This is an optimization exercise on Yosys and OpenROAD, whose aim is small area, a short achievable clock period and few clock cycles, not a production implementation. The RTL was checked by simulation tests, not by an equivalence proof against the original design. Power is estimated from default activity; no workload was simulated.

==> design.v <==
module bsac_lag (
    input  wire        clk,
    input  wire        rst,
    input  wire        in_valid,
    output wire        in_ready,
    input  wire [31:0] in_data,
    input  wire [6:0]  in_min_period,
    output wire        out_valid,
    input  wire        out_ready,
    output wire [6:0]  out_lag,
    output wire [6:0]  out_best_lag,
    output wire [8:0]  out_best_value,
    output wire [8:0]  out_global_max,
    output wire        out_err
);
    localparam integer E   = 4;      
    localparam integer LE  = 2;     
    localparam integer LAT = 3;    
    localparam integer GAP = 2;        
    localparam [6:0]   LASTW = 7'd127 - E + 7'd1;
    localparam [1:0] H_IDLE = 2'd0, H_RUN = 2'd2, H_CHK = 2'd3;
    reg        have;       
    reg [2:0]  beat;
    reg        busy;       
    reg        pre;        
    reg        is_sw;      
    reg        is_gap;
    reg        is_st;      
    reg        iss;        
    reg [1:0]  gapc;
    reg [LAT-1:0] tv;      
    reg        rv;         
    reg        hgo;        
    reg [1:0]  hs;         
    reg        dn;         
    reg        ov;         
    reg [255:0] nb;        
    reg [255:0] pk;
    reg [255:0] sh;
    reg [6:0]   mp_ld;     
    reg [6:0]   mp;        
    reg [6:0]   ij;        
    reg [LAT-1:0] tm;      
    reg [6:0]   tj [0:LAT-1];
    reg [E-1:0] tf [0:LAT-1];   
    reg         lk;        
    reg         st_v, st_last;
    reg [31:0]  st_d;
    wire        in_rdy  = !lk;
    wire        beat_ok = in_valid && in_rdy;
    wire [255:0] pkm;
    genvar gb;
    generate
        for (gb = 0; gb < 32; gb = gb + 1) begin : g_mask
            if (gb < 15) begin : g_m
                assign pkm[8*gb +: 8] = pk[8*gb +: 8] & {8{gb[3:0] >= ij[6:3]}};
            end else begin : g_n
                assign pkm[8*gb +: 8] = pk[8*gb +: 8];
            end
        end
    endgenerate
    wire [8:0] cv [0:E-1];
    wire [E-1:0] iflag;
    genvar ge;
    generate
        for (ge = 0; ge < E; ge = ge + 1) begin : g_eng
            wire [255:0] she = sh << ge;
            bsac_popcnt u_pc (.clk(clk), .x(pkm ^ she), .c(cv[ge]));
            assign iflag[ge] = ({1'b0, ij} + ge) >= {1'b0, mp};
        end
    endgenerate
    integer li;
    always @(posedge clk) begin
        tm[0] <= is_st;
        tj[0] <= ij;
        tf[0] <= iflag;
        for (li = 1; li < LAT; li = li + 1) begin
            tm[li] <= tm[li-1];
            tj[li] <= tj[li-1];
            tf[li] <= tf[li-1];
        end
    end
    wire         c_v = tv[LAT-1];
    wire         c_m = tm[LAT-1];
    wire [6:0]   c_j = tj[LAT-1];
    wire [E-1:0] c_f = tf[LAT-1];
    reg [8:0]  g;
    reg [8:0]  bv;
    reg [6:0]  blr;
    wire [6:0] bl = blr;
    reg [9:0]  g34;            
    reg [127:0] pass;
    reg [7:0]  dl;             
    localparam integer NP = E / 2;
    reg [8:0]  pmax [0:NP-1];
    reg [8:0]  pmin [0:NP-1];
    reg [LE:0] pidx [0:NP-1];
    reg [NP-1:0] pany;
    reg [6:0]  rj;
    integer pe;
    always @(posedge clk) begin
        for (pe = 0; pe < NP; pe = pe + 1) begin
            pmax[pe] <= (cv[2*pe+1] > cv[2*pe]) ? cv[2*pe+1] : cv[2*pe];
            pany[pe] <= c_f[2*pe] || c_f[2*pe+1];
            if (c_f[2*pe] && (!c_f[2*pe+1] || cv[2*pe] <= cv[2*pe+1])) begin
                pmin[pe] <= cv[2*pe];
                pidx[pe] <= 2 * pe;
            end else begin
                pmin[pe] <= cv[2*pe+1];
                pidx[pe] <= 2 * pe + 1;
            end
        end
        rj <= c_j;
    end
    wire [E-1:0] pbit;
    generate
        for (ge = 0; ge < E; ge = ge + 1) begin : g_pass
            wire [10:0] c5 = {2'b0, cv[ge]} + {cv[ge], 2'b0};
            assign pbit[ge] = c5 <= {1'b0, g34};
        end
    endgenerate
    wire       m0  = pany[0] && pmin[0] < bv;
    wire       m1  = (NP > 1) && pany[NP-1] && pmin[NP-1] < bv &&
                     (!m0 || pmin[NP-1] < pmin[0]);
    wire       x0  = pmax[0] > g && (NP == 1 || pmax[0] >= pmax[NP-1]);
    wire       x1  = (NP > 1) && pmax[NP-1] > g && pmax[NP-1] > pmax[0];
    integer pw;
    always @(posedge clk) begin
        g34 <= ({1'b0, g} + {g, 1'b0}) >> 2;
        if (c_v && c_m) begin
            for (pw = 0; pw < 128 / E; pw = pw + 1)
                if (c_j[6:LE] == pw)
                    pass[pw*E +: E] <= pbit;
            dl <= {1'b0, c_j} + E;
        end
        if (is_gap)
            dl <= 8'd0;
        if (pre) begin
            g  <= 9'd0;
            bv <= 9'h1ff;
        end else if (rv) begin
            if (x1)
                g <= pmax[NP-1];
            else if (x0)
                g <= pmax[0];
            if (m1) begin
                bv  <= pmin[NP-1];
                blr <= rj + pidx[NP-1];
            end else if (m0) begin
                bv  <= pmin[0];
                blr <= rj + pidx[0];
            end
        end
    end
    reg [6:0]  d;          
    reg [6:0]  ed;         
    reg [6:0]  qq;         
    reg [6:0]  rr;         
    reg [6:0]  k;
    reg [6:0]  tgt;        
    reg [6:0]  racc;       
    reg [2:0]  hc;         
    reg        cph;        
    reg        pk_r, cv_r;
    reg [6:0]  rlag;
    reg        rerr;
    reg [2:0]  mpl;        
    reg        ds_act;
    reg [6:0]  ds_d;
    reg [8:0]  ds_d3;      
    function [8:0] r4step;
        input [6:0] rem;
        input [1:0] nn;
        input [6:0] dd;
        input [8:0] d3;        
        reg   [9:0] rr4, t1, t2, t3;
        begin
            rr4 = {1'b0, rem, nn};
            t1 = rr4 - {3'b0, dd};
            t2 = rr4 - {2'b0, dd, 1'b0};
            t3 = rr4 - {1'b0, d3};
            if (!t3[9])
                r4step = {2'd3, t3[6:0]};
            else if (!t2[9])
                r4step = {2'd2, t2[6:0]};
            else if (!t1[9])
                r4step = {2'd1, t1[6:0]};
            else
                r4step = {2'd0, rr4[6:0]};
        end
    endfunction
    reg        a_v, b_v;
    reg [6:0]  a_d, a_r, b_d, b_r;
    reg [8:0]  a_d3, b_d3;
    reg [2:0]  a_q;
    reg [4:0]  b_q;
    reg        dv_ov, dv_pk, dv_cv, dv_lt;
    reg [6:0]  dv_dd, dv_r, dv_q;
    wire       q6 = bl[6] && ds_d == 7'd1;
    wire [8:0] sa = r4step({6'd0, bl[6] && !q6}, bl[5:4], ds_d, ds_d3);
    wire [8:0] sb = r4step(a_r, bl[3:2], a_d, a_d3);
    wire [8:0] sc = r4step(b_r, bl[1:0], b_d, b_d3);
    wire [3:0] pk4 = pass[{b_q, 2'b00} +: 4];
    wire [3:0] cv4, lt4;
    genvar gq;
    generate
        for (gq = 0; gq < 4; gq = gq + 1) begin : g_q4
            assign cv4[gq] = {1'b0, b_q, gq[1:0]} < dl;
            assign lt4[gq] = {b_q, gq[1:0]} < mp;
        end
    endgenerate
    always @(posedge clk) begin
        a_d  <= ds_d;
        a_d3 <= ds_d3;
        a_r  <= sa[6:0];
        a_q  <= {q6, sa[8:7]};
        b_d  <= a_d;
        b_d3 <= a_d3;
        b_r  <= sb[6:0];
        b_q  <= {a_q, sb[8:7]};
        dv_dd <= b_d;
        dv_r  <= sc[6:0];
        dv_q  <= {b_q, sc[8:7]};
        dv_pk <= pk4[sc[8:7]];
        dv_cv <= cv4[sc[8:7]];
        dv_lt <= lt4[sc[8:7]];
    end
    wire       qhit  = dv_ov && dv_dd == ed;
    wire       qskip = qhit && (dv_lt || (dv_cv && !dv_pk));
    wire [7:0] rsum  = {1'b0, racc} + {1'b0, rr};
    wire       rcy   = rsum >= {1'b0, d};
    wire       cdec  = (hs == H_CHK) && cph && cv_r;    
    wire       hshort = {1'b0, bl} < {mp, 1'b0};        
    wire [6:0] d0    = bl >> mpl;
    reg        fin;
    reg [6:0]  fin_lag;
    always @(*) begin
        fin = 1'b0;
        fin_lag = bl;
        if (hgo && (mp == 7'd0 || hshort)) begin
            fin = 1'b1;
            if (mp == 7'd0)
                fin_lag = 7'd0;
        end
        case (hs)
        H_RUN: if (qskip && ed == 7'd2) fin = 1'b1;
        H_CHK: if (cdec) begin
            if (pk_r) begin
                if (k + 7'd1 == d) begin
                    fin = 1'b1;
                    fin_lag = qq;
                end
            end else if (d == 7'd2) begin
                fin = 1'b1;
            end
        end
        default: ;
        endcase
    end
    reg        ds_rs;
    reg [6:0]  ds_rd;
    always @(*) begin
        ds_rs = 1'b0;
        ds_rd = d0;
        if (hgo && mp != 7'd0 && !hshort)
            ds_rs = 1'b1;
        case (hs)
        H_RUN: if (qhit && !qskip) begin
            ds_rs = 1'b1;
            ds_rd = ed - 7'd1;
        end
        H_CHK: if (cdec && !pk_r && hc >= 3'd3) begin
            ds_rs = 1'b1;
            ds_rd = d - 7'd1;
        end
        default: ;
        endcase
    end
    wire di_v = ds_act && !ds_rs;
    always @(posedge clk) begin
        if (ds_rs) begin
            ds_d  <= ds_rd;
            ds_d3 <= {2'b0, ds_rd} + {1'b0, ds_rd, 1'b0};
        end else if (ds_act) begin
            ds_d  <= ds_d - 7'd1;
            ds_d3 <= ds_d3 - 9'd3;
        end
        pk_r <= pass[tgt];
        cv_r <= {1'b0, tgt} < dl;
        if (hgo)
            ed <= d0;
        case (hs)
        H_RUN: if (qhit) begin
            if (qskip) begin
                ed <= ed - 7'd1;
            end else begin
                qq   <= dv_q;
                rr   <= dv_r;
                tgt  <= dv_q;
                racc <= dv_r;
                k    <= 7'd1;
                d    <= ed;
                hc   <= 3'd0;
                cph  <= 1'b0;
            end
        end
        H_CHK: begin
            if (!hc[2])
                hc <= hc + 3'd1;
            cph <= !cph;
            if (cdec) begin
                if (pk_r) begin
                    k <= k + 7'd1;
                    if (rcy) begin
                        racc <= rsum[6:0] - d;
                        tgt  <= tgt + qq + 7'd1;
                    end else begin
                        racc <= rsum[6:0];
                        tgt  <= tgt + qq;
                    end
                end else begin
                    ed <= d - 7'd1;
                end
            end
        end
        default: ;
        endcase
        if (fin) begin
            rlag <= fin_lag;
            rerr <= (mp == 7'd0);
        end
        if (beat_ok && beat == 3'd7)
            mp_ld <= in_min_period;
    end
    reg [6:0]  o_lag, o_bl;
    reg [8:0]  o_bv, o_g;
    reg        o_err;
    wire copy  = dn && !ov;
    wire start = have && !busy && (!dn || !ov);
    wire iss_nx = pre ||
                  (is_sw && ij != LASTW) ||
                  (is_gap && gapc == GAP - 1) ||
                  (is_st && iss && ij != LASTW && !fin &&
                   !((hs != H_IDLE) && ({1'b0, ij} + E >= {1'b0, bl})));
    always @(posedge clk) begin
        st_d <= in_data;
        if (st_v)
            nb <= {nb[223:0], st_d};
        if (start)
            pk <= nb;
        if (iss)
            sh <= sh << E;
        else
            sh <= pk;
        if (copy) begin
            o_lag <= rlag;
            o_err <= rerr;
            o_bl  <= blr;
            o_bv  <= bv;
            o_g   <= g;
        end
        if (start) begin
            mp  <= mp_ld;
            mpl <= mp_ld[6] ? 3'd6 : mp_ld[5] ? 3'd5 : mp_ld[4] ? 3'd4 :
                   mp_ld[3] ? 3'd3 : mp_ld[2] ? 3'd2 : mp_ld[1] ? 3'd1 : 3'd0;
        end
        if (!iss || (is_sw && ij == LASTW))
            ij <= 7'd0;
        else
            ij <= ij + E;
    end
    always @(posedge clk) begin
        if (rst) begin
            have   <= 1'b0;
            lk     <= 1'b0;
            st_v   <= 1'b0;
            st_last <= 1'b0;
            beat   <= 3'd0;
            busy   <= 1'b0;
            pre    <= 1'b0;
            is_sw  <= 1'b0;
            is_gap <= 1'b0;
            is_st  <= 1'b0;
            iss    <= 1'b0;
            gapc   <= 2'd0;
            tv     <= {LAT{1'b0}};
            rv     <= 1'b0;
            hgo    <= 1'b0;
            hs     <= H_IDLE;
            dn     <= 1'b0;
            ov     <= 1'b0;
            ds_act <= 1'b0;
            a_v    <= 1'b0;
            b_v    <= 1'b0;
            dv_ov  <= 1'b0;
        end else begin
            st_v    <= beat_ok;
            st_last <= beat_ok && beat == 3'd7;
            if (beat_ok) begin
                beat <= beat + 3'd1;
                if (beat == 3'd7)
                    lk <= 1'b1;
            end
            if (st_last)
                have <= 1'b1;
            pre <= start;
            if (start) begin
                have <= 1'b0;
                lk   <= 1'b0;
                busy <= 1'b1;
            end
            iss <= iss_nx;
            if (pre)
                is_sw <= 1'b1;
            if (is_sw && ij == LASTW) begin
                is_sw  <= 1'b0;
                is_gap <= 1'b1;
                gapc   <= 2'd0;
            end
            if (is_gap) begin
                gapc <= gapc + 2'd1;
                if (gapc == GAP - 1) begin
                    is_gap <= 1'b0;
                    is_st  <= 1'b1;
                end
            end
            if (is_st && !iss_nx)
                is_st <= 1'b0;
            tv  <= {tv[LAT-2:0], iss};
            rv  <= c_v && !c_m;
            hgo <= rv && rj == LASTW;
            a_v   <= di_v;
            b_v   <= a_v;
            dv_ov <= b_v;
            if (ds_rs)
                ds_act <= (ds_rd >= 7'd2);
            else if (ds_act && ds_d == 7'd2)
                ds_act <= 1'b0;
            if (hgo && !fin)
                hs <= H_RUN;
            case (hs)
            H_RUN: if (qhit && !qskip) hs <= H_CHK;
            H_CHK: if (cdec && !pk_r && !fin) hs <= H_RUN;
            default: ;
            endcase
            if (fin) begin
                hs     <= H_IDLE;
                ds_act <= 1'b0;
                busy   <= 1'b0;
                dn     <= 1'b1;
            end
            if (ov && out_ready)
                ov <= 1'b0;
            if (copy) begin
                dn <= 1'b0;
                ov <= 1'b1;
            end
        end
    end
    assign in_ready       = in_rdy;
    assign out_valid      = ov;
    assign out_lag        = o_lag;
    assign out_best_lag   = o_bl;
    assign out_best_value = o_bv;
    assign out_global_max = o_g;
    assign out_err        = o_err;
endmodule
module bsac_popcnt (input wire clk, input wire [255:0] x, output reg [8:0] c);
    wire s1;
    wire k2;
    wire s3;
    wire k4;
    wire s5;
    wire k6;
    wire s7;
    wire k8;
    wire s9;
    wire k10;
    wire s11;
    wire k12;
    wire s13;
    wire k14;
    wire s15;
    wire k16;
    wire s17;
    wire k18;
    wire s19;
    wire k20;
    wire s21;
    wire k22;
    wire s23;
    wire k24;
    wire s25;
    wire k26;
    wire s27;
    wire k28;
    wire s29;
    wire k30;
    wire s31;
    wire k32;
    wire s33;
    wire k34;
    wire s35;
    wire k36;
    wire s37;
    wire k38;
    wire s39;
    wire k40;
    wire s41;
    wire k42;
    wire s43;
    wire k44;
    wire s45;
    wire k46;
    wire s47;
    wire k48;
    wire s49;
    wire k50;
    wire s51;
    wire k52;
    wire s53;
    wire k54;
    wire s55;
    wire k56;
    wire s57;
    wire k58;
    wire s59;
    wire k60;
    wire s61;
    wire k62;
    wire s63;
    wire k64;
    wire s65;
    wire k66;
    wire s67;
    wire k68;
    wire s69;
    wire k70;
    wire s71;
    wire k72;
    wire s73;
    wire k74;
    wire s75;
    wire k76;
    wire s77;
    wire k78;
    wire s79;
    wire k80;
    wire s81;
    wire k82;
    wire s83;
    wire k84;
    wire s85;
    wire k86;
    wire s87;
    wire k88;
    wire s89;
    wire k90;
    wire s91;
    wire k92;
    wire s93;
    wire k94;
    wire s95;
    wire k96;
    wire s97;
    wire k98;
    wire s99;
    wire k100;
    wire s101;
    wire k102;
    wire s103;
    wire k104;
    wire s105;
    wire k106;
    wire s107;
    wire k108;
    wire s109;
    wire k110;
    wire s111;
    wire k112;
    wire s113;
    wire k114;
    wire s115;
    wire k116;
    wire s117;
    wire k118;
    wire s119;
    wire k120;
    wire s121;
    wire k122;
    wire s123;
    wire k124;
    wire s125;
    wire k126;
    wire s127;
    wire k128;
    wire s129;
    wire k130;
    wire s131;
    wire k132;
    wire s133;
    wire k134;
    wire s135;
    wire k136;
    wire s137;
    wire k138;
    wire s139;
    wire k140;
    wire s141;
    wire k142;
    wire s143;
    wire k144;
    wire s145;
    wire k146;
    wire s147;
    wire k148;
    wire s149;
    wire k150;
    wire s151;
    wire k152;
    wire s153;
    wire k154;
    wire s155;
    wire k156;
    wire s157;
    wire k158;
    wire s159;
    wire k160;
    wire s161;
    wire k162;
    wire s163;
    wire k164;
    wire s165;
    wire k166;
    wire s167;
    wire k168;
    wire s169;
    wire k170;
    wire s171;
    wire k172;
    wire s173;
    wire k174;
    wire s175;
    wire k176;
    wire s177;
    wire k178;
    wire s179;
    wire k180;
    wire s181;
    wire k182;
    wire s183;
    wire k184;
    wire s185;
    wire k186;
    wire s187;
    wire k188;
    wire s189;
    wire k190;
    wire s191;
    wire k192;
    wire s193;
    wire k194;
    wire s195;
    wire k196;
    wire s197;
    wire k198;
    wire s199;
    wire k200;
    wire s201;
    wire k202;
    wire s203;
    wire k204;
    wire s205;
    wire k206;
    wire s207;
    wire k208;
    wire s209;
    wire k210;
    wire s211;
    wire k212;
    wire s213;
    wire k214;
    wire s215;
    wire k216;
    wire s217;
    wire k218;
    wire s219;
    wire k220;
    wire s221;
    wire k222;
    wire s223;
    wire k224;
    wire s225;
    wire k226;
    wire s227;
    wire k228;
    wire s229;
    wire k230;
    wire s231;
    wire k232;
    wire s233;
    wire k234;
    wire s235;
    wire k236;
    wire s237;
    wire k238;
    wire s239;
    wire k240;
    wire s241;
    wire k242;
    wire s243;
    wire k244;
    wire s245;
    wire k246;
    wire s247;
    wire k248;
    wire s249;
    wire k250;
    wire s251;
    wire k252;
    wire s253;
    wire k254;
    wire s255;
    wire k256;
    wire s257;
    wire k258;
    wire s259;
    wire k260;
    wire s261;
    wire k262;
    wire s263;
    wire k264;
    wire s265;
    wire k266;
    wire s267;
    wire k268;
    wire s269;
    wire k270;
    wire s271;
    wire k272;
    wire s273;
    wire k274;
    wire s275;
    wire k276;
    wire s277;
    wire k278;
    wire s279;
    wire k280;
    wire s281;
    wire k282;
    wire s283;
    wire k284;
    wire s285;
    wire k286;
    wire s287;
    wire k288;
    wire s289;
    wire k290;
    wire s291;
    wire k292;
    wire s293;
    wire k294;
    wire s295;
    wire k296;
    wire s297;
    wire k298;
    wire s299;
    wire k300;
    wire s301;
    wire k302;
    wire s303;
    wire k304;
    wire s305;
    wire k306;
    wire s307;
    wire k308;
    wire s309;
    wire k310;
    wire s311;
    wire k312;
    wire s313;
    wire k314;
    wire s315;
    wire k316;
    wire s317;
    wire k318;
    wire s319;
    wire k320;
    wire s321;
    wire k322;
    wire s323;
    wire k324;
    wire s325;
    wire k326;
    wire s327;
    wire k328;
    wire s329;
    wire k330;
    wire s331;
    wire k332;
    wire s333;
    wire k334;
    wire s335;
    wire k336;
    wire s337;
    wire k338;
    wire s339;
    wire k340;
    wire s341;
    wire k342;
    wire s343;
    wire k344;
    wire s345;
    wire k346;
    wire s347;
    wire k348;
    wire s349;
    wire k350;
    wire s351;
    wire k352;
    wire s353;
    wire k354;
    wire s355;
    wire k356;
    wire s357;
    wire k358;
    wire s359;
    wire k360;
    reg r361;
    reg r362;
    reg r363;
    reg r364;
    reg r365;
    reg r366;
    reg r367;
    reg r368;
    reg r369;
    reg r370;
    reg r371;
    reg r372;
    reg r373;
    reg r374;
    reg r375;
    reg r376;
    reg r377;
    reg r378;
    reg r379;
    reg r380;
    reg r381;
    reg r382;
    reg r383;
    reg r384;
    reg r385;
    reg r386;
    reg r387;
    reg r388;
    reg r389;
    reg r390;
    reg r391;
    reg r392;
    reg r393;
    reg r394;
    reg r395;
    reg r396;
    reg r397;
    reg r398;
    reg r399;
    reg r400;
    reg r401;
    reg r402;
    reg r403;
    reg r404;
    reg r405;
    reg r406;
    reg r407;
    reg r408;
    reg r409;
    reg r410;
    reg r411;
    reg r412;
    reg r413;
    reg r414;
    reg r415;
    reg r416;
    reg r417;
    reg r418;
    reg r419;
    reg r420;
    reg r421;
    reg r422;
    reg r423;
    reg r424;
    reg r425;
    reg r426;
    reg r427;
    reg r428;
    reg r429;
    reg r430;
    reg r431;
    reg r432;
    reg r433;
    reg r434;
    reg r435;
    reg r436;
    reg r437;
    reg r438;
    wire s439;
    wire k440;
    wire s441;
    wire k442;
    wire s443;
    wire k444;
    wire s445;
    wire k446;
    wire s447;
    wire k448;
    wire s449;
    wire k450;
    wire s451;
    wire k452;
    wire s453;
    wire k454;
    wire s455;
    wire k456;
    wire s457;
    wire k458;
    wire s459;
    wire k460;
    wire s461;
    wire k462;
    wire s463;
    wire k464;
    wire s465;
    wire k466;
    wire s467;
    wire k468;
    wire s469;
    wire k470;
    wire s471;
    wire k472;
    wire s473;
    wire k474;
    wire s475;
    wire k476;
    wire s477;
    wire k478;
    wire s479;
    wire k480;
    wire s481;
    wire k482;
    wire s483;
    wire k484;
    wire s485;
    wire k486;
    wire s487;
    wire k488;
    wire s489;
    wire k490;
    wire s491;
    wire k492;
    wire s493;
    wire k494;
    wire s495;
    wire k496;
    wire s497;
    wire k498;
    wire s499;
    wire k500;
    wire s501;
    wire k502;
    wire s503;
    wire k504;
    wire s505;
    wire k506;
    wire s507;
    wire k508;
    wire s509;
    wire k510;
    wire s511;
    wire k512;
    wire s513;
    wire k514;
    wire s515;
    wire k516;
    wire s517;
    wire k518;
    wire s519;
    wire k520;
    wire s521;
    wire k522;
    wire s523;
    wire k524;
    wire s525;
    wire k526;
    wire s527;
    wire k528;
    wire s529;
    wire k530;
    wire s531;
    wire k532;
    wire s533;
    wire k534;
    wire s535;
    wire k536;
    wire s537;
    wire k538;
    wire s539;
    wire k540;
    wire s541;
    wire k542;
    wire s543;
    wire k544;
    wire s545;
    wire k546;
    wire s547;
    wire k548;
    wire s549;
    wire k550;
    wire s551;
    wire k552;
    wire s553;
    wire k554;
    wire s555;
    wire k556;
    wire s557;
    wire k558;
    wire s559;
    wire k560;
    wire s561;
    wire k562;
    wire s563;
    wire k564;
    reg r565;
    reg r566;
    reg r567;
    reg r568;
    reg r569;
    reg r570;
    reg r571;
    reg r572;
    reg r573;
    reg r574;
    reg r575;
    reg r576;
    reg r577;
    reg r578;
    reg r579;
    reg r580;
    reg r581;
    reg r582;
    reg r583;
    reg r584;
    wire s585;
    wire k586;
    wire s587;
    wire k588;
    wire s589;
    wire k590;
    wire s591;
    wire k592;
    wire s593;
    wire k594;
    wire s595;
    wire k596;
    wire s597;
    wire k598;
    wire s599;
    wire k600;
    assign {k2, s1} = {1'b0,x[0]} + {1'b0,x[1]} + {1'b0,x[2]};
    assign {k4, s3} = {1'b0,x[3]} + {1'b0,x[4]} + {1'b0,x[5]};
    assign {k6, s5} = {1'b0,x[6]} + {1'b0,x[7]} + {1'b0,x[8]};
    assign {k8, s7} = {1'b0,x[9]} + {1'b0,x[10]} + {1'b0,x[11]};
    assign {k10, s9} = {1'b0,x[12]} + {1'b0,x[13]} + {1'b0,x[14]};
    assign {k12, s11} = {1'b0,x[15]} + {1'b0,x[16]} + {1'b0,x[17]};
    assign {k14, s13} = {1'b0,x[18]} + {1'b0,x[19]} + {1'b0,x[20]};
    assign {k16, s15} = {1'b0,x[21]} + {1'b0,x[22]} + {1'b0,x[23]};
    assign {k18, s17} = {1'b0,x[24]} + {1'b0,x[25]} + {1'b0,x[26]};
    assign {k20, s19} = {1'b0,x[27]} + {1'b0,x[28]} + {1'b0,x[29]};
    assign {k22, s21} = {1'b0,x[30]} + {1'b0,x[31]} + {1'b0,x[32]};
    assign {k24, s23} = {1'b0,x[33]} + {1'b0,x[34]} + {1'b0,x[35]};
    assign {k26, s25} = {1'b0,x[36]} + {1'b0,x[37]} + {1'b0,x[38]};
    assign {k28, s27} = {1'b0,x[39]} + {1'b0,x[40]} + {1'b0,x[41]};
    assign {k30, s29} = {1'b0,x[42]} + {1'b0,x[43]} + {1'b0,x[44]};
    assign {k32, s31} = {1'b0,x[45]} + {1'b0,x[46]} + {1'b0,x[47]};
    assign {k34, s33} = {1'b0,x[48]} + {1'b0,x[49]} + {1'b0,x[50]};
    assign {k36, s35} = {1'b0,x[51]} + {1'b0,x[52]} + {1'b0,x[53]};
    assign {k38, s37} = {1'b0,x[54]} + {1'b0,x[55]} + {1'b0,x[56]};
    assign {k40, s39} = {1'b0,x[57]} + {1'b0,x[58]} + {1'b0,x[59]};
    assign {k42, s41} = {1'b0,x[60]} + {1'b0,x[61]} + {1'b0,x[62]};
    assign {k44, s43} = {1'b0,x[63]} + {1'b0,x[64]} + {1'b0,x[65]};
    assign {k46, s45} = {1'b0,x[66]} + {1'b0,x[67]} + {1'b0,x[68]};
    assign {k48, s47} = {1'b0,x[69]} + {1'b0,x[70]} + {1'b0,x[71]};
    assign {k50, s49} = {1'b0,x[72]} + {1'b0,x[73]} + {1'b0,x[74]};
    assign {k52, s51} = {1'b0,x[75]} + {1'b0,x[76]} + {1'b0,x[77]};
    assign {k54, s53} = {1'b0,x[78]} + {1'b0,x[79]} + {1'b0,x[80]};
    assign {k56, s55} = {1'b0,x[81]} + {1'b0,x[82]} + {1'b0,x[83]};
    assign {k58, s57} = {1'b0,x[84]} + {1'b0,x[85]} + {1'b0,x[86]};
    assign {k60, s59} = {1'b0,x[87]} + {1'b0,x[88]} + {1'b0,x[89]};
    assign {k62, s61} = {1'b0,x[90]} + {1'b0,x[91]} + {1'b0,x[92]};
    assign {k64, s63} = {1'b0,x[93]} + {1'b0,x[94]} + {1'b0,x[95]};
    assign {k66, s65} = {1'b0,x[96]} + {1'b0,x[97]} + {1'b0,x[98]};
    assign {k68, s67} = {1'b0,x[99]} + {1'b0,x[100]} + {1'b0,x[101]};
    assign {k70, s69} = {1'b0,x[102]} + {1'b0,x[103]} + {1'b0,x[104]};
    assign {k72, s71} = {1'b0,x[105]} + {1'b0,x[106]} + {1'b0,x[107]};
    assign {k74, s73} = {1'b0,x[108]} + {1'b0,x[109]} + {1'b0,x[110]};
    assign {k76, s75} = {1'b0,x[111]} + {1'b0,x[112]} + {1'b0,x[113]};
    assign {k78, s77} = {1'b0,x[114]} + {1'b0,x[115]} + {1'b0,x[116]};
    assign {k80, s79} = {1'b0,x[117]} + {1'b0,x[118]} + {1'b0,x[119]};
    assign {k82, s81} = {1'b0,x[120]} + {1'b0,x[121]} + {1'b0,x[122]};
    assign {k84, s83} = {1'b0,x[123]} + {1'b0,x[124]} + {1'b0,x[125]};
    assign {k86, s85} = {1'b0,x[126]} + {1'b0,x[127]} + {1'b0,x[128]};
    assign {k88, s87} = {1'b0,x[129]} + {1'b0,x[130]} + {1'b0,x[131]};
    assign {k90, s89} = {1'b0,x[132]} + {1'b0,x[133]} + {1'b0,x[134]};
    assign {k92, s91} = {1'b0,x[135]} + {1'b0,x[136]} + {1'b0,x[137]};
    assign {k94, s93} = {1'b0,x[138]} + {1'b0,x[139]} + {1'b0,x[140]};
    assign {k96, s95} = {1'b0,x[141]} + {1'b0,x[142]} + {1'b0,x[143]};
    assign {k98, s97} = {1'b0,x[144]} + {1'b0,x[145]} + {1'b0,x[146]};
    assign {k100, s99} = {1'b0,x[147]} + {1'b0,x[148]} + {1'b0,x[149]};
    assign {k102, s101} = {1'b0,x[150]} + {1'b0,x[151]} + {1'b0,x[152]};
    assign {k104, s103} = {1'b0,x[153]} + {1'b0,x[154]} + {1'b0,x[155]};
    assign {k106, s105} = {1'b0,x[156]} + {1'b0,x[157]} + {1'b0,x[158]};
    assign {k108, s107} = {1'b0,x[159]} + {1'b0,x[160]} + {1'b0,x[161]};
    assign {k110, s109} = {1'b0,x[162]} + {1'b0,x[163]} + {1'b0,x[164]};
    assign {k112, s111} = {1'b0,x[165]} + {1'b0,x[166]} + {1'b0,x[167]};
    assign {k114, s113} = {1'b0,x[168]} + {1'b0,x[169]} + {1'b0,x[170]};
    assign {k116, s115} = {1'b0,x[171]} + {1'b0,x[172]} + {1'b0,x[173]};
    assign {k118, s117} = {1'b0,x[174]} + {1'b0,x[175]} + {1'b0,x[176]};
    assign {k120, s119} = {1'b0,x[177]} + {1'b0,x[178]} + {1'b0,x[179]};
    assign {k122, s121} = {1'b0,x[180]} + {1'b0,x[181]} + {1'b0,x[182]};
    assign {k124, s123} = {1'b0,x[183]} + {1'b0,x[184]} + {1'b0,x[185]};
    assign {k126, s125} = {1'b0,x[186]} + {1'b0,x[187]} + {1'b0,x[188]};
    assign {k128, s127} = {1'b0,x[189]} + {1'b0,x[190]} + {1'b0,x[191]};
    assign {k130, s129} = {1'b0,x[192]} + {1'b0,x[193]} + {1'b0,x[194]};
    assign {k132, s131} = {1'b0,x[195]} + {1'b0,x[196]} + {1'b0,x[197]};
    assign {k134, s133} = {1'b0,x[198]} + {1'b0,x[199]} + {1'b0,x[200]};
    assign {k136, s135} = {1'b0,x[201]} + {1'b0,x[202]} + {1'b0,x[203]};
    assign {k138, s137} = {1'b0,x[204]} + {1'b0,x[205]} + {1'b0,x[206]};
    assign {k140, s139} = {1'b0,x[207]} + {1'b0,x[208]} + {1'b0,x[209]};
    assign {k142, s141} = {1'b0,x[210]} + {1'b0,x[211]} + {1'b0,x[212]};
    assign {k144, s143} = {1'b0,x[213]} + {1'b0,x[214]} + {1'b0,x[215]};
    assign {k146, s145} = {1'b0,x[216]} + {1'b0,x[217]} + {1'b0,x[218]};
    assign {k148, s147} = {1'b0,x[219]} + {1'b0,x[220]} + {1'b0,x[221]};
    assign {k150, s149} = {1'b0,x[222]} + {1'b0,x[223]} + {1'b0,x[224]};
    assign {k152, s151} = {1'b0,x[225]} + {1'b0,x[226]} + {1'b0,x[227]};
    assign {k154, s153} = {1'b0,x[228]} + {1'b0,x[229]} + {1'b0,x[230]};
    assign {k156, s155} = {1'b0,x[231]} + {1'b0,x[232]} + {1'b0,x[233]};
    assign {k158, s157} = {1'b0,x[234]} + {1'b0,x[235]} + {1'b0,x[236]};
    assign {k160, s159} = {1'b0,x[237]} + {1'b0,x[238]} + {1'b0,x[239]};
    assign {k162, s161} = {1'b0,x[240]} + {1'b0,x[241]} + {1'b0,x[242]};
    assign {k164, s163} = {1'b0,x[243]} + {1'b0,x[244]} + {1'b0,x[245]};
    assign {k166, s165} = {1'b0,x[246]} + {1'b0,x[247]} + {1'b0,x[248]};
    assign {k168, s167} = {1'b0,x[249]} + {1'b0,x[250]} + {1'b0,x[251]};
    assign {k170, s169} = {1'b0,x[252]} + {1'b0,x[253]} + {1'b0,x[254]};
    assign {k172, s171} = {1'b0,s1} + {1'b0,s3} + {1'b0,s5};
    assign {k174, s173} = {1'b0,s7} + {1'b0,s9} + {1'b0,s11};
    assign {k176, s175} = {1'b0,s13} + {1'b0,s15} + {1'b0,s17};
    assign {k178, s177} = {1'b0,s19} + {1'b0,s21} + {1'b0,s23};
    assign {k180, s179} = {1'b0,s25} + {1'b0,s27} + {1'b0,s29};
    assign {k182, s181} = {1'b0,s31} + {1'b0,s33} + {1'b0,s35};
    assign {k184, s183} = {1'b0,s37} + {1'b0,s39} + {1'b0,s41};
    assign {k186, s185} = {1'b0,s43} + {1'b0,s45} + {1'b0,s47};
    assign {k188, s187} = {1'b0,s49} + {1'b0,s51} + {1'b0,s53};
    assign {k190, s189} = {1'b0,s55} + {1'b0,s57} + {1'b0,s59};
    assign {k192, s191} = {1'b0,s61} + {1'b0,s63} + {1'b0,s65};
    assign {k194, s193} = {1'b0,s67} + {1'b0,s69} + {1'b0,s71};
    assign {k196, s195} = {1'b0,s73} + {1'b0,s75} + {1'b0,s77};
    assign {k198, s197} = {1'b0,s79} + {1'b0,s81} + {1'b0,s83};
    assign {k200, s199} = {1'b0,s85} + {1'b0,s87} + {1'b0,s89};
    assign {k202, s201} = {1'b0,s91} + {1'b0,s93} + {1'b0,s95};
    assign {k204, s203} = {1'b0,s97} + {1'b0,s99} + {1'b0,s101};
    assign {k206, s205} = {1'b0,s103} + {1'b0,s105} + {1'b0,s107};
    assign {k208, s207} = {1'b0,s109} + {1'b0,s111} + {1'b0,s113};
    assign {k210, s209} = {1'b0,s115} + {1'b0,s117} + {1'b0,s119};
    assign {k212, s211} = {1'b0,s121} + {1'b0,s123} + {1'b0,s125};
    assign {k214, s213} = {1'b0,s127} + {1'b0,s129} + {1'b0,s131};
    assign {k216, s215} = {1'b0,s133} + {1'b0,s135} + {1'b0,s137};
    assign {k218, s217} = {1'b0,s139} + {1'b0,s141} + {1'b0,s143};
    assign {k220, s219} = {1'b0,s145} + {1'b0,s147} + {1'b0,s149};
    assign {k222, s221} = {1'b0,s151} + {1'b0,s153} + {1'b0,s155};
    assign {k224, s223} = {1'b0,s157} + {1'b0,s159} + {1'b0,s161};
    assign {k226, s225} = {1'b0,s163} + {1'b0,s165} + {1'b0,s167};
    assign {k228, s227} = {1'b0,s169} + {1'b0,x[255]};
    assign {k230, s229} = {1'b0,k2} + {1'b0,k4} + {1'b0,k6};
    assign {k232, s231} = {1'b0,k8} + {1'b0,k10} + {1'b0,k12};
    assign {k234, s233} = {1'b0,k14} + {1'b0,k16} + {1'b0,k18};
    assign {k236, s235} = {1'b0,k20} + {1'b0,k22} + {1'b0,k24};
    assign {k238, s237} = {1'b0,k26} + {1'b0,k28} + {1'b0,k30};
    assign {k240, s239} = {1'b0,k32} + {1'b0,k34} + {1'b0,k36};
    assign {k242, s241} = {1'b0,k38} + {1'b0,k40} + {1'b0,k42};
    assign {k244, s243} = {1'b0,k44} + {1'b0,k46} + {1'b0,k48};
    assign {k246, s245} = {1'b0,k50} + {1'b0,k52} + {1'b0,k54};
    assign {k248, s247} = {1'b0,k56} + {1'b0,k58} + {1'b0,k60};
    assign {k250, s249} = {1'b0,k62} + {1'b0,k64} + {1'b0,k66};
    assign {k252, s251} = {1'b0,k68} + {1'b0,k70} + {1'b0,k72};
    assign {k254, s253} = {1'b0,k74} + {1'b0,k76} + {1'b0,k78};
    assign {k256, s255} = {1'b0,k80} + {1'b0,k82} + {1'b0,k84};
    assign {k258, s257} = {1'b0,k86} + {1'b0,k88} + {1'b0,k90};
    assign {k260, s259} = {1'b0,k92} + {1'b0,k94} + {1'b0,k96};
    assign {k262, s261} = {1'b0,k98} + {1'b0,k100} + {1'b0,k102};
    assign {k264, s263} = {1'b0,k104} + {1'b0,k106} + {1'b0,k108};
    assign {k266, s265} = {1'b0,k110} + {1'b0,k112} + {1'b0,k114};
    assign {k268, s267} = {1'b0,k116} + {1'b0,k118} + {1'b0,k120};
    assign {k270, s269} = {1'b0,k122} + {1'b0,k124} + {1'b0,k126};
    assign {k272, s271} = {1'b0,k128} + {1'b0,k130} + {1'b0,k132};
    assign {k274, s273} = {1'b0,k134} + {1'b0,k136} + {1'b0,k138};
    assign {k276, s275} = {1'b0,k140} + {1'b0,k142} + {1'b0,k144};
    assign {k278, s277} = {1'b0,k146} + {1'b0,k148} + {1'b0,k150};
    assign {k280, s279} = {1'b0,k152} + {1'b0,k154} + {1'b0,k156};
    assign {k282, s281} = {1'b0,k158} + {1'b0,k160} + {1'b0,k162};
    assign {k284, s283} = {1'b0,k164} + {1'b0,k166} + {1'b0,k168};
    assign {k286, s285} = {1'b0,s171} + {1'b0,s173} + {1'b0,s175};
    assign {k288, s287} = {1'b0,s177} + {1'b0,s179} + {1'b0,s181};
    assign {k290, s289} = {1'b0,s183} + {1'b0,s185} + {1'b0,s187};
    assign {k292, s291} = {1'b0,s189} + {1'b0,s191} + {1'b0,s193};
    assign {k294, s293} = {1'b0,s195} + {1'b0,s197} + {1'b0,s199};
    assign {k296, s295} = {1'b0,s201} + {1'b0,s203} + {1'b0,s205};
    assign {k298, s297} = {1'b0,s207} + {1'b0,s209} + {1'b0,s211};
    assign {k300, s299} = {1'b0,s213} + {1'b0,s215} + {1'b0,s217};
    assign {k302, s301} = {1'b0,s219} + {1'b0,s221} + {1'b0,s223};
    assign {k304, s303} = {1'b0,s225} + {1'b0,s227};
    assign {k306, s305} = {1'b0,k172} + {1'b0,k174} + {1'b0,k176};
    assign {k308, s307} = {1'b0,k178} + {1'b0,k180} + {1'b0,k182};
    assign {k310, s309} = {1'b0,k184} + {1'b0,k186} + {1'b0,k188};
    assign {k312, s311} = {1'b0,k190} + {1'b0,k192} + {1'b0,k194};
    assign {k314, s313} = {1'b0,k196} + {1'b0,k198} + {1'b0,k200};
    assign {k316, s315} = {1'b0,k202} + {1'b0,k204} + {1'b0,k206};
    assign {k318, s317} = {1'b0,k208} + {1'b0,k210} + {1'b0,k212};
    assign {k320, s319} = {1'b0,k214} + {1'b0,k216} + {1'b0,k218};
    assign {k322, s321} = {1'b0,k220} + {1'b0,k222} + {1'b0,k224};
    assign {k324, s323} = {1'b0,k226} + {1'b0,k228} + {1'b0,s229};
    assign {k326, s325} = {1'b0,s231} + {1'b0,s233} + {1'b0,s235};
    assign {k328, s327} = {1'b0,s237} + {1'b0,s239} + {1'b0,s241};
    assign {k330, s329} = {1'b0,s243} + {1'b0,s245} + {1'b0,s247};
    assign {k332, s331} = {1'b0,s249} + {1'b0,s251} + {1'b0,s253};
    assign {k334, s333} = {1'b0,s255} + {1'b0,s257} + {1'b0,s259};
    assign {k336, s335} = {1'b0,s261} + {1'b0,s263} + {1'b0,s265};
    assign {k338, s337} = {1'b0,s267} + {1'b0,s269} + {1'b0,s271};
    assign {k340, s339} = {1'b0,s273} + {1'b0,s275} + {1'b0,s277};
    assign {k342, s341} = {1'b0,s279} + {1'b0,s281} + {1'b0,s283};
    assign {k344, s343} = {1'b0,k230} + {1'b0,k232} + {1'b0,k234};
    assign {k346, s345} = {1'b0,k236} + {1'b0,k238} + {1'b0,k240};
    assign {k348, s347} = {1'b0,k242} + {1'b0,k244} + {1'b0,k246};
    assign {k350, s349} = {1'b0,k248} + {1'b0,k250} + {1'b0,k252};
    assign {k352, s351} = {1'b0,k254} + {1'b0,k256} + {1'b0,k258};
    assign {k354, s353} = {1'b0,k260} + {1'b0,k262} + {1'b0,k264};
    assign {k356, s355} = {1'b0,k266} + {1'b0,k268} + {1'b0,k270};
    assign {k358, s357} = {1'b0,k272} + {1'b0,k274} + {1'b0,k276};
    assign {k360, s359} = {1'b0,k278} + {1'b0,k280} + {1'b0,k282};
    assign {k440, s439} = {1'b0,r361} + {1'b0,r362} + {1'b0,r363};
    assign {k442, s441} = {1'b0,r364} + {1'b0,r365} + {1'b0,r366};
    assign {k444, s443} = {1'b0,r367} + {1'b0,r368} + {1'b0,r369};
    assign {k446, s445} = {1'b0,r371} + {1'b0,r372} + {1'b0,r373};
    assign {k448, s447} = {1'b0,r374} + {1'b0,r375} + {1'b0,r376};
    assign {k450, s449} = {1'b0,r377} + {1'b0,r378} + {1'b0,r379};
    assign {k452, s451} = {1'b0,r380} + {1'b0,r381} + {1'b0,r382};
    assign {k454, s453} = {1'b0,r383} + {1'b0,r384} + {1'b0,r385};
    assign {k456, s455} = {1'b0,r386} + {1'b0,r387} + {1'b0,r388};
    assign {k458, s457} = {1'b0,r389} + {1'b0,r390} + {1'b0,r391};
    assign {k460, s459} = {1'b0,r392} + {1'b0,r393} + {1'b0,r394};
    assign {k462, s461} = {1'b0,r395} + {1'b0,r396} + {1'b0,r397};
    assign {k464, s463} = {1'b0,r398} + {1'b0,r399} + {1'b0,r400};
    assign {k466, s465} = {1'b0,r401} + {1'b0,r402} + {1'b0,r403};
    assign {k468, s467} = {1'b0,r404} + {1'b0,r405} + {1'b0,r406};
    assign {k470, s469} = {1'b0,r407} + {1'b0,r408} + {1'b0,r409};
    assign {k472, s471} = {1'b0,r410} + {1'b0,r411} + {1'b0,r412};
    assign {k474, s473} = {1'b0,r413} + {1'b0,r414} + {1'b0,r415};
    assign {k476, s475} = {1'b0,r416} + {1'b0,r417} + {1'b0,r418};
    assign {k478, s477} = {1'b0,r419} + {1'b0,r420} + {1'b0,r421};
    assign {k480, s479} = {1'b0,r422} + {1'b0,r423} + {1'b0,r424};
    assign {k482, s481} = {1'b0,r425} + {1'b0,r426} + {1'b0,r427};
    assign {k484, s483} = {1'b0,r428} + {1'b0,r429};
    assign {k486, s485} = {1'b0,r430} + {1'b0,r431} + {1'b0,r432};
    assign {k488, s487} = {1'b0,r433} + {1'b0,r434} + {1'b0,r435};
    assign {k490, s489} = {1'b0,r436} + {1'b0,r437} + {1'b0,r438};
    assign {k492, s491} = {1'b0,s439} + {1'b0,s441} + {1'b0,s443};
    assign {k494, s493} = {1'b0,k440} + {1'b0,k442} + {1'b0,k444};
    assign {k496, s495} = {1'b0,s445} + {1'b0,s447} + {1'b0,s449};
    assign {k498, s497} = {1'b0,s451} + {1'b0,s453} + {1'b0,s455};
    assign {k500, s499} = {1'b0,s457} + {1'b0,s459} + {1'b0,s461};
    assign {k502, s501} = {1'b0,k446} + {1'b0,k448} + {1'b0,k450};
    assign {k504, s503} = {1'b0,k452} + {1'b0,k454} + {1'b0,k456};
    assign {k506, s505} = {1'b0,k458} + {1'b0,k460} + {1'b0,k462};
    assign {k508, s507} = {1'b0,k464} + {1'b0,s465} + {1'b0,s467};
    assign {k510, s509} = {1'b0,s469} + {1'b0,s471} + {1'b0,s473};
    assign {k512, s511} = {1'b0,s475} + {1'b0,s477} + {1'b0,s479};
    assign {k514, s513} = {1'b0,s481} + {1'b0,s483};
    assign {k516, s515} = {1'b0,k466} + {1'b0,k468} + {1'b0,k470};
    assign {k518, s517} = {1'b0,k472} + {1'b0,k474} + {1'b0,k476};
    assign {k520, s519} = {1'b0,k478} + {1'b0,k480} + {1'b0,k482};
    assign {k522, s521} = {1'b0,k484} + {1'b0,s485} + {1'b0,s487};
    assign {k524, s523} = {1'b0,k486} + {1'b0,k488} + {1'b0,k490};
    assign {k526, s525} = {1'b0,k492} + {1'b0,s493} + {1'b0,s495};
    assign {k528, s527} = {1'b0,s497} + {1'b0,s499} + {1'b0,s463};
    assign {k530, s529} = {1'b0,k494} + {1'b0,k496} + {1'b0,k498};
    assign {k532, s531} = {1'b0,k500} + {1'b0,s501} + {1'b0,s503};
    assign {k534, s533} = {1'b0,s505} + {1'b0,s507} + {1'b0,s509};
    assign {k536, s535} = {1'b0,s511} + {1'b0,s513};
    assign {k538, s537} = {1'b0,k502} + {1'b0,k504} + {1'b0,k506};
    assign {k540, s539} = {1'b0,k508} + {1'b0,k510} + {1'b0,k512};
    assign {k542, s541} = {1'b0,k514} + {1'b0,s515} + {1'b0,s517};
    assign {k544, s543} = {1'b0,s519} + {1'b0,s521} + {1'b0,s489};
    assign {k546, s545} = {1'b0,k516} + {1'b0,k518} + {1'b0,k520};
    assign {k548, s547} = {1'b0,k522} + {1'b0,s523};
    assign {k550, s549} = {1'b0,k526} + {1'b0,k528} + {1'b0,s529};
    assign {k552, s551} = {1'b0,s531} + {1'b0,s533} + {1'b0,s535};
    assign {k554, s553} = {1'b0,k530} + {1'b0,k532} + {1'b0,k534};
    assign {k556, s555} = {1'b0,k536} + {1'b0,s537} + {1'b0,s539};
    assign {k558, s557} = {1'b0,s541} + {1'b0,s543};
    assign {k560, s559} = {1'b0,k538} + {1'b0,k540} + {1'b0,k542};
    assign {k562, s561} = {1'b0,k544} + {1'b0,s545} + {1'b0,s547};
    assign {k564, s563} = {1'b0,k546} + {1'b0,k548} + {1'b0,k524};
    assign {k586, s585} = {1'b0,r571} + {1'b0,r572} + {1'b0,r573};
    assign {k588, s587} = {1'b0,r574} + {1'b0,r575};
    assign {k590, s589} = {1'b0,r576} + {1'b0,r577} + {1'b0,r578};
    assign {k592, s591} = {1'b0,r579} + {1'b0,r580};
    assign {k594, s593} = {1'b0,r581} + {1'b0,r582} + {1'b0,r583};
    assign {k596, s595} = {1'b0,k586} + {1'b0,k588} + {1'b0,s589};
    assign {k598, s597} = {1'b0,k590} + {1'b0,k592} + {1'b0,s593};
    assign {k600, s599} = {1'b0,k598} + {1'b0,k594} + {1'b0,r584};
    always @(posedge clk) begin
        r361 <= s285;
        r362 <= s287;
        r363 <= s289;
        r364 <= s291;
        r365 <= s293;
        r366 <= s295;
        r367 <= s297;
        r368 <= s299;
        r369 <= s301;
        r370 <= s303;
        r371 <= k286;
        r372 <= k288;
        r373 <= k290;
        r374 <= k292;
        r375 <= k294;
        r376 <= k296;
        r377 <= k298;
        r378 <= k300;
        r379 <= k302;
        r380 <= k304;
        r381 <= s305;
        r382 <= s307;
        r383 <= s309;
        r384 <= s311;
        r385 <= s313;
        r386 <= s315;
        r387 <= s317;
        r388 <= s319;
        r389 <= s321;
        r390 <= s323;
        r391 <= s325;
        r392 <= s327;
        r393 <= s329;
        r394 <= s331;
        r395 <= s333;
        r396 <= s335;
        r397 <= s337;
        r398 <= s339;
        r399 <= s341;
        r400 <= k170;
        r401 <= k306;
        r402 <= k308;
        r403 <= k310;
        r404 <= k312;
        r405 <= k314;
        r406 <= k316;
        r407 <= k318;
        r408 <= k320;
        r409 <= k322;
        r410 <= k324;
        r411 <= k326;
        r412 <= k328;
        r413 <= k330;
        r414 <= k332;
        r415 <= k334;
        r416 <= k336;
        r417 <= k338;
        r418 <= k340;
        r419 <= k342;
        r420 <= s343;
        r421 <= s345;
        r422 <= s347;
        r423 <= s349;
        r424 <= s351;
        r425 <= s353;
        r426 <= s355;
        r427 <= s357;
        r428 <= s359;
        r429 <= k284;
        r430 <= k344;
        r431 <= k346;
        r432 <= k348;
        r433 <= k350;
        r434 <= k352;
        r435 <= k354;
        r436 <= k356;
        r437 <= k358;
        r438 <= k360;
        r565 <= s491;
        r566 <= r370;
        r567 <= s525;
        r568 <= s527;
        r569 <= s549;
        r570 <= s551;
        r571 <= k550;
        r572 <= k552;
        r573 <= s553;
        r574 <= s555;
        r575 <= s557;
        r576 <= k554;
        r577 <= k556;
        r578 <= k558;
        r579 <= s559;
        r580 <= s561;
        r581 <= k560;
        r582 <= k562;
        r583 <= s563;
        r584 <= k564;
    end
    wire [8:0] ra = {1'b0, k600, s599, k596, s595, s585, r569, r567, r565};
    wire [8:0] rb = {1'b0, 1'b0, 1'b0, s597, s591, s587, r570, r568, r566};
    always @(posedge clk) c <= ra + rb;
endmodule
==> run.sh <==
#!/bin/bash
# synth_recipe.tcl (not shown) runs the flow's synth.tcl, then flattens the netlist and writes it again
# the make line also repeats each setting of config.mk as NAME=value (left out here)
make -C /OpenROAD-flow-scripts/flow DESIGN_CONFIG=/design/flow/config.mk WORK_HOME=/design/flow/orfs CLKGATE_MAP_FILE= SYNTH_SCRIPT=/design/flow/synth_recipe.tcl finish
==> config.mk <==
export PLATFORM = sky130hd
export DESIGN_NAME = bsac_lag
export DESIGN_NICKNAME = bsac_lag
export VERILOG_FILES = /design/flow/design.v
export SDC_FILE = /design/flow/constraint.sdc
export NUM_CORES = 4
export LEC_CHECK = 0
export CAP_MARGIN = 20
export CORE_MARGIN = 2
export CORE_UTILIZATION = 40
export PLACE_DENSITY = 0.6
export SETUP_SLACK_MARGIN = 5
export SLEW_MARGIN = 20
==> constraint.sdc <==
create_clock -name core_clock -period 10.0 [get_ports {clk}]
set_input_delay 2.0000 -clock core_clock [delete_from_list [all_inputs] [get_ports {clk}]]
set_output_delay 2.0000 -clock core_clock [all_outputs]
set_load 0.01 [all_outputs]
==> results by group, run 1 <==
Outcome
  – Status: complete, no violations

STA
  – Final hold violation count: 0
  – Crit share post-route: 44.5%
  – Hold_ws: 0.325 ns
  – Final setup vio count: 0
  – Minimum clock period: 4.45 ns
  – Worst Tran Pin Value: 1.17 ns
  – Max-slew violation count: 0
  – Fmax: around 220 MHz
  – Total negative slack: 0 ns
  – RSZ-0062 raised after global routing: no
  – Layout Skew: 0.0637 ns
  – Rel. slew slack: a little over a fifth

Placement
  – Area after DPL: 97500 sq um
  – GP Congestion: 0.928
  – Port Buffers: a little under 80
  – Placed insts: 10200
  – Post-DP HPWL: around 200 mm

Die
  – Num ports: 78
  – Core Area: 235000 sq um
  – Rows: 178
  – Die Ht: 490 microns
  – DIE AREA: roughly 240000 sq um
  – Initial Utilization: 40.2%
  – Die width: 490 microns

Drt
  – DR WL/cell: 23.7 microns
  – Detail Route Antenna Nets: 0
  – Vias: 51500
  – DR iter-0 viols: 3802
  – DR pass1 iterations: 5
  – Via/cell ratio: ~4.9
  – Final wirelength: 250 mm
  – DRC: 0

Global routing
  – Largest net degree at the start of global routing: 129
  – Initial antenna violation count: 12
  – First-pass GRT wire length: 371 mm
  – Vias in the first global route: about 55000
  – Overall Global Routing Usage: 21.2%
  – Total gr overflow: 0

Clock tree
  – Clock slew at reported path FFs: 0.06 ns
  – Number of gates resized after CTS: 0
  – Setup repair bufs after CTS: 0
  – Hold buffers post-CTS: 0
  – Maximum level of the CTS H-tree: 4
  – CTS buffer count: 185
  – CTS sink cnt: about 1700
  – Clk latency of the worst-skew pair: 0.87 ns
  – CTS tree: yes
  – Root buf cell: clkbuf_16
  – Clk buf depth: 3

Critical path
  – Setup Crit Path Kind: register to register
  – FF-to-FF setup slack: ~5.6 ns
  – Critical path fanouts, max: 11
  – CP Capture Type: register
  – Crit path required time: 10.69 ns
  – Crit path DAT: 5.14 ns
  – Startpoint types: register

Logic synthesis
  – Most used DFF post-synth: dfxtp_1
  – Avg Inst Size Synth: 12.7 sq um
  – Syn Nets: between 8000 and 9000
  – Top post-synthesis cells by area: edfxtp_1, fa_1, dfxtp_1
  – Synth cell types: 81
  – Flops & latches, synth: 1710
  – EDFF count, synth: 767
  – YS warnings: 12
  – Async S/R FF share, synth: 0%
  – Post-Syn Area: 94400 sq um
  – Sequential fraction of the synthesis area: 44.4%
  – Synth area leader: edfxtp_1
  – Area fraction of the dominant cell type after synthesis: 24.4%
  – Cells after Synth: 7439

Final layout
  – Layout cell share with drive strength beyond 1: around 10%
  – Final net count: 8607
  – Final instance area: 104000 sq um
  – Fill cells: roughly 21000
  – Post-route insts no fill: 10600
  – Area grow syn2layout: 10.1%

Hold path
  – Class of the worst hold path: register to register

Pwr
  – Pwr Density: 166 nW/um^2
  – Worst ir drop on vdd: 142 uV
  – Leakage power: 0.0421 uW
  – Overall power: 17200 uW

Flow run
  – Max-Cap Viols: 0
## power breakdown
part           internal [uW]  switching [uW]
registers               7640             268
logic                    906            1230
clock network           4150            3010
## synthesized netlist by cell type, types with 7 or more instances
| cell type | n |
|---|---|
| and3_1 | 17 |
| nand4_1 | 25 |
| nor4_1 | 12 |
| xor2_1 | 482 |
| clkbuf_1 | 355 |
| nor3b_1 | 9 |
| mux4_2 | 75 |
| or2_2 | 9 |
| o21bai_1 | 26 |
| inv_1 | 1104 |
| a21oi_1 | 134 |
| nor2b_1 | 63 |
| a211oi_1 | 33 |
| o22ai_1 | 8 |
| edfxtp_1 | 767 |
| nor3_1 | 37 |
| mux2i_1 | 53 |
| or3_1 | 8 |
| nand3_1 | 32 |
| dfxtp_1 | 943 |
| nand2_1 | 259 |
| fa_1 | 990 |
| buf_2 | 14 |
| xnor2_1 | 672 |
| ha_1 | 338 |
| o21ai_0 | 122 |
| buf_1 | 129 |
| o221a_2 | 11 |
| a21boi_0 | 7 |
| a22oi_1 | 7 |
| a21o_1 | 54 |
| o21a_1 | 26 |
| nor2_1 | 153 |
| and2_1 | 14 |
| mux2_2 | 288 |
| o211ai_1 | 8 |
| a31oi_1 | 23 |
| nand2b_1 | 39 |
## layout make-up
cell class,count,area (sq um),area share (%)
Multi-Input combinational cell,4122,46400,44.7
Sequential cell,1710,41900,40.3
Clock buffer,249,5170,4.98
Inverter,1107,4160,4.00
Tap cell,3150,3940,3.79
Clock inverter,100,1240,1.20
Timing Repair Buffer,110,1040,1.00
Antenna cell,7,17.5,0.0169
## per-stage QoR
stage,setup WS (ns),util [%]
2_1_floorplan,5.02,-
3_3_place_gp,5.58,41.5
3_5_place_dp,5.61,41.5
4_1_cts,5.59,44.2
5_1_grt,5.23,44.2
6_report,5.55,44.2
## metal layers
layer / up-vias / track usage [%] / part of all wire [%]
met5: - / 0 / 0.011
met4: 4 / 5.70 / 2.5
met3: 282 / 2.89 / 4.9
met2: 1330 / 34.8 / 48
met1: 26600 / 29.4 / 45
li1: 23300 / - / -
## cell usage in the layout, fill, tap and decap left out, drive strengths merged, types with 11 or more instances in the layout
master / n
clkbuf: 249
clkdlybuf4s50: 77
nor4: 12
o21ai: 128
clkinvlp: 12
nor3: 37
mux2: 288
inv: 1124
bufinv: 18
ha: 338
mux2i: 53
nor2b: 63
and2: 14
nor2: 153
a211oi: 34
a21o: 54
nand2b: 39
nand4: 25
nand3: 32
buf: 33
mux4: 75
a31oi: 24
nand2: 259
o21bai: 26
and3: 17
o21a: 26
a21oi: 134
edfxtp: 767
xnor2: 672
xor2: 482
o221a: 11
dfxtp: 943
clkinv: 53
fa: 990
## worst max-delay path, stage by stage (launching register included)
cell     delay, ns
dfxtp_1       0.55
or2_2         0.51
nor3_1        0.87
nand2_1       0.42
xor2_1        0.26
fa_1          0.47
fa_1          0.64
inv_1         0.09
fa_1          0.47
## path summary, 6_finish.rpt
| path | startpoint | end | depth (start not counted) |
|---|---|---|---|
| setup / recovery | ij[4] | g_eng[3].u_pc.r390 | 8 |
| hold / removal | tf[1][3] | tf[2][3] | 0 |
| setup reg to reg | ij[4] | g_eng[3].u_pc.r390 | 8 |
| hold reg to reg | tf[1][3] | tf[2][3] | 0 |
## registers in the layout (all words and copies together), names as in the netlist, 12 cells and up
signal and flops:
g_eng.u_pc.c 36, sh 256, pk 256, st_d 32, tj 15, nb 256, tf 12, pmax 18
pass 128, pmin 18
## cell families (layout without fill, tap and decap cells)
logic type	count (synthesis)	after routing	share of synthesized area, %
buffers and inverters	1607	1566	6.42
other	0	7	0
DFF	1710	1710	44.4
AOI/OAI and AO/OA	523	523	3.60
xor gates and xnor gates	1157	1157	10.8
and+or+nand+nor	698	698	3.51
muxes	416	416	5.79
adders and majority gates	1328	1328	25.5
Testbench counts, summed over its fixed seeds: cycles 8,173.
==> run 2, diff against run 1 <==
--- a/design.v
+++ b/design.v
@@ -40,6 +40,7 @@
     reg [6:0]   mp_ld;     
     reg [6:0]   mp;        
     reg [6:0]   ij;        
+    reg [14:0]  mk;        
     reg [LAT-1:0] tm;      
     reg [6:0]   tj [0:LAT-1];
     reg [E-1:0] tf [0:LAT-1];   
@@ -53,7 +54,7 @@
     generate
         for (gb = 0; gb < 32; gb = gb + 1) begin : g_mask
             if (gb < 15) begin : g_m
-                assign pkm[8*gb +: 8] = pk[8*gb +: 8] & {8{gb[3:0] >= ij[6:3]}};
+                assign pkm[8*gb +: 8] = pk[8*gb +: 8] & {8{mk[gb]}};
             end else begin : g_n
                 assign pkm[8*gb +: 8] = pk[8*gb +: 8];
             end
@@ -168,6 +169,8 @@
     reg        ds_act;
     reg [6:0]  ds_d;
     reg [8:0]  ds_d3;      
+    reg [8:0]  e3;         
+    reg [8:0]  d3r;        
     function [8:0] r4step;
         input [6:0] rem;
         input [1:0] nn;
@@ -259,19 +262,24 @@
     end
     reg        ds_rs;
     reg [6:0]  ds_rd;
+    reg [8:0]  ds_rd3;
+    wire [8:0] d0x3 = {2'b0, d0} + {1'b0, d0, 1'b0};
     always @(*) begin
         ds_rs = 1'b0;
         ds_rd = d0;
+        ds_rd3 = d0x3;
         if (hgo && mp != 7'd0 && !hshort)
             ds_rs = 1'b1;
         case (hs)
         H_RUN: if (qhit && !qskip) begin
             ds_rs = 1'b1;
             ds_rd = ed - 7'd1;
+            ds_rd3 = e3 - 9'd3;
         end
         H_CHK: if (cdec && !pk_r && hc >= 3'd3) begin
             ds_rs = 1'b1;
             ds_rd = d - 7'd1;
+            ds_rd3 = d3r - 9'd3;
         end
         default: ;
         endcase
@@ -280,20 +288,24 @@
     always @(posedge clk) begin
         if (ds_rs) begin
             ds_d  <= ds_rd;
-            ds_d3 <= {2'b0, ds_rd} + {1'b0, ds_rd, 1'b0};
+            ds_d3 <= ds_rd3;
         end else if (ds_act) begin
             ds_d  <= ds_d - 7'd1;
             ds_d3 <= ds_d3 - 9'd3;
         end
         pk_r <= pass[tgt];
         cv_r <= {1'b0, tgt} < dl;
-        if (hgo)
+        if (hgo) begin
             ed <= d0;
+            e3 <= d0x3;
+        end
         case (hs)
         H_RUN: if (qhit) begin
             if (qskip) begin
                 ed <= ed - 7'd1;
+                e3 <= e3 - 9'd3;
             end else begin
+                d3r  <= e3;
                 qq   <= dv_q;
                 rr   <= dv_r;
                 tgt  <= dv_q;
@@ -320,6 +332,7 @@
                     end
                 end else begin
                     ed <= d - 7'd1;
+                    e3 <= d3r - 9'd3;
                 end
             end
         end
@@ -342,6 +355,8 @@
                   (is_gap && gapc == GAP - 1) ||
                   (is_st && iss && ij != LASTW && !fin &&
                    !((hs != H_IDLE) && ({1'b0, ij} + E >= {1'b0, bl})));
+    wire [6:0] ij_nx = (!iss || (is_sw && ij == LASTW)) ? 7'd0 : ij + E;
+    integer mb;
     always @(posedge clk) begin
         st_d <= in_data;
         if (st_v)
@@ -364,10 +379,9 @@
             mpl <= mp_ld[6] ? 3'd6 : mp_ld[5] ? 3'd5 : mp_ld[4] ? 3'd4 :
                    mp_ld[3] ? 3'd3 : mp_ld[2] ? 3'd2 : mp_ld[1] ? 3'd1 : 3'd0;
         end
-        if (!iss || (is_sw && ij == LASTW))
-            ij <= 7'd0;
-        else
-            ij <= ij + E;
+        ij <= ij_nx;
+        for (mb = 0; mb < 15; mb = mb + 1)
+            mk[mb] <= mb >= ij_nx[6:3];
     end
     always @(posedge clk) begin
         if (rst) begin
==> run 2 against run 1 <==
Synthesized cell count is 1.4% higher. Clock power about the same. Core utilization about the same. Register-to-register slack better by 0.37 ns. Non-clock buffer count rose by 1.
==> results by group, run 2 <==
Global routing
  – Initial antenna violation count: 10 (-2)
  – Overall Global Routing Usage: 20.9% (-0.29 points)
  – Largest net degree at the start of global routing: 147 (+14%)
  – Vias in the first global route: 55700 (+1.4%)
  – First-pass GRT wire length: 374 mm (+0.75%)

Logic synthesis
  – Post-Syn Area: 95800 sq um (+1.5%)
  – Most used DFF post-synth: dfxtp_1
  – Cells after Synth: 7543 (+1.4%)
  – EDFF count, synth: 776 (+1.2%)
  – Async S/R FF share, synth: 0% (unchanged)
  – Synth cell types: 69 (-15%)
  – Flops & latches, synth: 1743 (+1.9%)
  – Avg Inst Size Synth: 12.7 sq um (about the same)
  – Top post-synthesis cells by count: inv_1, fa_1, dfxtp_1, edfxtp_1, xnor2_1
  – YS warnings: 12 (unchanged)
  – Area fraction of the dominant cell type after synthesis: 24.3% (-0.077 points)
  – Synth area leader: edfxtp_1
  – Sequential fraction of the synthesis area: 44.5% (+0.13 points)

Drt
  – Detail Route Antenna Nets: 0 (unchanged)
  – DR iter-0 viols: 3870 (+1.8%)
  – Final wirelength: 252 mm (+0.85%)
  – Via/cell ratio: 4.91 (+0.67%)
  – DR pass1 iterations: 6 (+1)
  – DRC: 0 (unchanged)
  – Vias: 52400 (+1.8%)

STA
  – Post-route setup slack: 5.92 ns (+0.366 ns)
  – RSZ-0062 raised after global routing: no
  – Worst Tran Pin Value: 1.11 ns (-0.0633 ns)
  – Rel. slew slack: 26.0% (+5.0 points)
  – Crit share post-route: 40.8% (-3.7 points)
  – Final setup vio count: 0 (unchanged)
  – Layout Skew: 0.0813 ns (+0.0176 ns)
  – Minimum clock period: 4.08 ns (-0.366 ns)
  – Max-slew violation count: 0 (unchanged)
  – Total negative slack: 0 ns (unchanged)
  – Final hold violation count: 0 (unchanged)

Hold path
  – Hold depth: 0 (unchanged)
  – Class of the worst hold path: register to register
  – HP Start: tj[0][2]
  – Hold Crit Endpoint: tj[1][2]

Die
  – Rows: 179 (+0.56%)
  – Core Area: 238000 sq um (+1.3%)
  – Num ports: 78 (unchanged)
  – DIE AREA: 243000 sq um (+1.5%)
  – Die width: 493 microns (+0.74%)

Clock tree
  – Root buf cell: clkbuf_16
  – Number of gates resized after CTS: 0 (unchanged)
  – Hold buffers post-CTS: 0 (unchanged)
  – Clk buf depth: 3 (unchanged)
  – Maximum level of the CTS H-tree: 4 (unchanged)
  – CTS tree: yes

Critical path
  – Worst r2r src: rr[0]
  – CP Capture Type: register
  – Startpoint types: register
  – Reg2reg end: racc[0]
  – Crit path required time: 10.60 ns (-0.09 ns)
  – Setup Crit Path Kind: register to register
  – Crit path DAT: 4.68 ns (-0.46 ns)
  – FF-to-FF setup slack: 5.92 ns (+0.37 ns)
  – FF-to-FF path depth: 14 (+6)
  – Critical path fanouts, max: 9 (-2)

Final layout
  – Area grow syn2layout: 10.1% (about the same)
  – Final net count: 8703 (+1.1%)
  – Layout cell share with drive strength beyond 1: 10.1% (+0.057 points)
  – Regs by FF count: nb (256), pk (256), sh (256)

Placement
  – Port Buffers: 77 (unchanged)
  – Post-DP HPWL: 202 mm (-0.12%)
  – GP Congestion: 0.923 (-0.57%)
  – Setup Slack @ Placement: 5.87 ns (+0.261 ns)

Outcome
  – Status: complete, no violations

Pwr
  – Leakage power: 0.0429 uW (+1.9%)
run 2: cell count changes in the layout (fill, tap and decap cells not counted), sizes merged, moves of 12 or more:
cell / change
a21oi: +21
nand2: -18
a31oi: -13
xnor2: -51
nor2: -18
o31ai: +14
and2: +13
inv: +12
dfxtp: +24
xor2: +63
clkbuf: +16
o221ai: +20
o21ai: -12
mux2: +14
run 2: cell families (layout without fill, tap and decap cells):
| group | Yosys count | after routing | share of synthesized area [%] |
|---|---|---|---|
| muxes | 441 | 441 | 6.05 |
| AOI/OAI and AO/OA | 567 | 567 | 3.86 |
| and+or+nand+nor | 677 | 677 | 3.40 |
| other | 0 | 3 | 0 |
| adders and majority gates | 1322 | 1322 | 25.0 |
| buffers and inverters | 1625 | 1587 | 6.40 |
| DFF | 1743 | 1743 | 44.5 |
| xor gates and xnor gates | 1168 | 1168 | 10.7 |
run 2: worst max path at each step:
stage / startpoint / cells after the start / slack [ns] / endpoint
after floorplan: ov / 2 / 5.02 / mp[0]
after global placement: rr[0] / 14 / 5.79 / racc[0]
after detailed placement: rr[0] / 14 / 5.87 / racc[0]
after CTS: rr[0] / 14 / 5.87 / racc[0]
after global routing: rr[0] / 14 / 5.59 / racc[0]
final: rr[0] / 14 / 5.92 / racc[0]
run 2: cell type report:
cell class / count / area, sq um / share of cell area [%]
multi-input combinational: 4175 / 47100 / 44.7
sequential: 1743 / 42700 / 40.5
clock buffer: 265 / 5420 / 5.15
inverter: 1119 / 4200 / 3.98
tap: 3167 / 3960 / 3.76
timing repair buffer: 111 / 1060 / 1.01
clock inverter: 92 / 1010 / 0.955
antenna: 3 / 7.51 / 0.00712
run 2: layer usage:
metal | GRT usage, % | vias to the layer above | wire length [microns]
met2 | 33.6 | 1366 | 118000
met5 | 0 | - | 13
met1 | 29.0 | 27000 | 113000
li1 | - | 23700 | -
met3 | 3.50 | 308 | 13700
met4 | 5.89 | 2 | 7160
run 2: power breakdown:
part | internal, uW | switching (uW) | leakage [uW] | total (uW)
registers | 7750 | 276 | 0.0152 | 8030
clock network | 4070 | 3070 | 0.00316 | 7150
logic | 922 | 1210 | 0.0246 | 2130
total | 12700 | 4560 | 0.0429 | 17300
run 2: worst max-delay path, stage by stage, from the launching register on:
cell and delay [ns]:
edfxtp_1 0.38, ha_1 0.25, fa_1 0.41, a21o_1 0.20
a21oi_1 0.23, o21bai_1 0.10, a21oi_1 0.19, xnor2_1 0.16
ha_1 0.29, nand4_1 0.10, o21ai_0 0.09, a21oi_1 0.45
nand2_1 0.47, mux2i_1 0.23, mux2_2 0.28
run 2: metrics by stage:
stage / util [%] / hold slack, ns / cell area [sq um]
floorplan: - / 0.310 / 95800
global placement: 41.6 / 0.312 / 99000
detailed placement: 41.6 / 0.312 / 99000
CTS: 44.3 / 0.297 / 105000
global route: 44.3 / 0.312 / 105000
finish: 44.3 / 0.291 / 105000
Testbench counts of run 2, summed over its fixed seeds: cycles 8,173.

Setup slack of run 2, layout unchanged: 5.917 ns with ideal ports, 5.917 ns with driving cells assumed (clock clkbuf_16, inputs buf_2), 5.917 ns with port delays also shifted by the 0.915 ns mid clock arrival.
